This is an optimization exercise on Yosys and OpenROAD, whose aim is small area, a short achievable clock period and few clock cycles, not a production implementation. Only simulation tests tie the RTL to the original design; equivalence was not proved. Power and IR drop assume default switching activity.

v10:
// rtp_sr_sender
module rtp_sr_sender (
    input  wire        clk,
    input  wire        rst,
    input  wire        ev_valid,
    output wire        ev_ready,
    input  wire [1:0]  ev_kind,       
    input  wire        ev_ack,        
    input  wire [31:0] ev_seq,        
    input  wire [31:0] cfg_total,     
    input  wire [4:0]  cfg_window,    
    input  wire [31:0] cfg_rto,       
    input  wire [31:0] cfg_poll,      
    output wire        tx_valid,
    input  wire        tx_ready,
    output wire [31:0] tx_seq,
    output wire        running,
    output wire [31:0] base
);
For scale: roughly 4700 cells after synthesis, roughly 760 flip-flops, roughly 44000 um^2 of cells after synthesis.
clock: 10.0 ns
lec_check: 0
abc_area: 1
cap_margin: 20
core_margin: 2
core_utilization: 60
place_density: 0.74
setup_slack_margin: 5
slew_margin: 20
tns_end_percent: 0
run.sh (not shown) runs the stock make flow with config.mk's settings and CLKGATE_MAP_FILE= SYNTH_SCRIPT=/design/flow/synth_recipe.tcl, a recipe that flattens the netlist after the stock synthesis.
No stage failed in v10, and the final checks on the layout all came back clean.
Testbench counts of v10, summed over its fixed seeds: cycles 12,213.
What v2 does differently from v10 at the input level:
- CORE_UTILIZATION now 65, was 60
- PLACE_DENSITY now 0.8, was 0.74
- TNS_END_PERCENT now 10, was 0
--- outcome ---
v2: it failed with a tool error in global routing (5_1_grt), so there are no final results. As far as count of buffers inserted at the top-level ports goes, v10 and v2 are indistinguishable; the numbers are identical. Synthesized area across v2 and v10: no real change. Summary of v2 over v10: post-synthesis average cell area neither gained nor lost much, buffers inserted during post-CTS setup optimization shows a reduction of about 9%, number of levels in the clock H-tree has remained practically unchanged, basic-gate share of the synthesized area counting and, or, nand and nor cells was more or less identical. Vertical die dimension: lower on v2. Between v10 and v2, the flow reports half-perimeter wire length of the detailed placement result increasing by more than 10%.
Edits applied to the flow inputs when going from v2 to v42:
- PLACE_DENSITY now 0.6, was 0.8
- TNS_END_PERCENT no longer set, was 10
- CORE_UTILIZATION now 40, was 65
Results
In the flow results for v42 and v2, the area after detailed placement is smaller on v2. Summary of v42 over v2: overall die height shows an increase of 71 um; setup slack after placement shows a reduction of 0.19 ns. v42: flow completed, timing, DRC and antenna clean.
> inputs changed (v42 -> v12)
- TNS_END_PERCENT: unset -> 10
- CORE_UTILIZATION: 40 -> 55
- PLACE_DENSITY: 0.6 -> 0.7
Results
Higher met2 usage in global routing among v42 and v12: v12
Power: v12 draws less than v42
On final critical-path required period: between v42 and v12, it ends up lower for v12.
v42 → v12: count of buffers not belonging to the clock network in the layout saw a decrease; total number of placement rows saw a decrease; vias per cell saw an increase.
Taking v42 as the reference point, the core utilization of v12 rises by 16 points.
Critical path class: flop to output pin -> v12, flop to flop -> v42

---

== v20 ==
rtp_sr_sender again, from the RTL that the note above started with.
## rtp_sr_sender
module rtp_sr_sender (
    input  wire        clk,
    input  wire        rst,
    input  wire        ev_valid,
    output wire        ev_ready,
    input  wire [1:0]  ev_kind,       
    input  wire        ev_ack,        
    input  wire [31:0] ev_seq,        
    input  wire [31:0] cfg_total,     
    input  wire [4:0]  cfg_window,    
    input  wire [31:0] cfg_rto,       
    input  wire [31:0] cfg_poll,      
    output wire        tx_valid,
    input  wire        tx_ready,
    output wire [31:0] tx_seq,
    output wire        running,
    output wire [31:0] base
);
Settings: LEC_CHECK=0, ABC_AREA=1, CAP_MARGIN=20, CORE_MARGIN=2, CORE_UTILIZATION=60, PLACE_DENSITY=0.74, SETUP_SLACK_MARGIN=5, SLEW_MARGIN=20, TNS_END_PERCENT=5; clock period 10.0 ns.
The final layout from v20, which completed every stage, passed the timing, design-rule and antenna checks at the end of the flow.
Testbench counts of v20, summed over its fixed seeds: cycles 12,213.
Changes in v31 relative to v20:
# v20
export LEC_CHECK = 0
export ABC_AREA = 1
export CAP_MARGIN = 20
export CORE_MARGIN = 2
export CORE_UTILIZATION = 60
export PLACE_DENSITY = 0.74
export SETUP_SLACK_MARGIN = 5
export SLEW_MARGIN = 20
export TNS_END_PERCENT = 5
create_clock -name core_clock -period 10.0 [get_ports {clk}]
# v31
export LEC_CHECK = 0
export ABC_AREA = 1
export CAP_MARGIN = 20
export CORE_MARGIN = 2
export CORE_UTILIZATION = 40
export PLACE_DENSITY = 0.6
export SETUP_SLACK_MARGIN = 4.5
export SLEW_MARGIN = 20
export TNS_END_PERCENT = 10
create_clock -name core_clock -period 10.0 [get_ports {clk}]
--- outcome ---
v20 → v31: share of the core filled with cells has decreased, worst setup slack after placement lost 240 ps.
First-pass GRT wire length on v31 is ahead of v20.
Wire length reported by the detailed router sits lower in v31 than in v20.
From v20 to v31 the numbers moved as follows: via total after detailed routing shrank by 7.4%; cell area climbed about 0.6%.
Re sequential share of layout area: v31 is 0.26 points down on v20.
The critical path's slowest cell comes out sky130_fd_sc_hd__dfxtp_4 in one run and sky130_fd_sc_hd__fa_1 in the other, namely in v20 and v31 respectively.
Measured against v20, the final cell count of v31 comes out at 1.07 times the reference value.
In the metrics for v31 and v20, the one carrying the lower die area is v20.
What v46 does differently from v31 at the input level:
# v31
export LEC_CHECK = 0
export ABC_AREA = 1
export CAP_MARGIN = 20
export CORE_MARGIN = 2
export CORE_UTILIZATION = 40
export PLACE_DENSITY = 0.6
export SETUP_SLACK_MARGIN = 4.5
export SLEW_MARGIN = 20
export TNS_END_PERCENT = 10
create_clock -name core_clock -period 10.0 [get_ports {clk}]
# v46
export LEC_CHECK = 0
export ABC_AREA = 1
export CAP_MARGIN = 20
export CORE_MARGIN = 2
export CORE_UTILIZATION = 60
export PLACE_DENSITY = 0.74
export SETUP_SLACK_MARGIN = 5
export SLEW_MARGIN = 20
export TNS_END_PERCENT = 10
create_clock -name core_clock -period 10.0 [get_ports {clk}]
==> results.txt <==
- Between v31 and v46, the cell area after layout is lower for v46.
- Re clock insertion delay at the later pin of the skew report: v31 and v46 aren't equal, and the lower value belongs to v46.
- Total chip power delta for v46 relative to v31: 2.4% lower
- Post-CTS setup repair buffer count, v31 and v46: higher on v46
- Going from v31 to v46, peak ir drop on the vdd network grows by 17%.
- v46 ends up with higher total track usage than v31 does.

port drivers added, routing unchanged:
In the flow no input, the clock included, has a driving cell. The finished layouts below were timed again as built, in two steps.
Step 1 assumes that a clkbuf_16 drives the clock port and a buf_2 every other input.
Step 2 times the ports against the registers' clock, not the clock port: input delays grow and output delays shrink by t, the midpoint of the rising clock arrivals with the driver on.
Three values: no drivers, after step 1, after step 2; two values: the first two.
| run | t, ns | setup WS [ns] | worst setup path after step 2 | worst data-port slew with drivers (ns) |
|---|---|---|---|---|
| v10 | 0.712 | 4.605 / 4.583 / 3.929 | input to register | 0.10 |
| v42 | 0.730 | 4.443 / 4.443 / 4.264 | input to register | 0.08 |
| v12 | 0.710 | 4.614 / 4.543 / 4.071 | input to register | 0.09 |
| v20 | 0.706 | 4.622 / 4.560 / 4.113 | input to register | 0.11 |
| v31 | 0.733 | 4.502 / 4.465 / 3.853 | input to register | 0.10 |
| v46 | 0.706 | 4.647 / 4.624 / 4.042 | input to register | 0.11 |
After both steps setup and hold are still met in every run listed. For v10, which loses most, drivers alone change the setup slack by -0.022 ns; drivers and shift together by -0.676 ns.
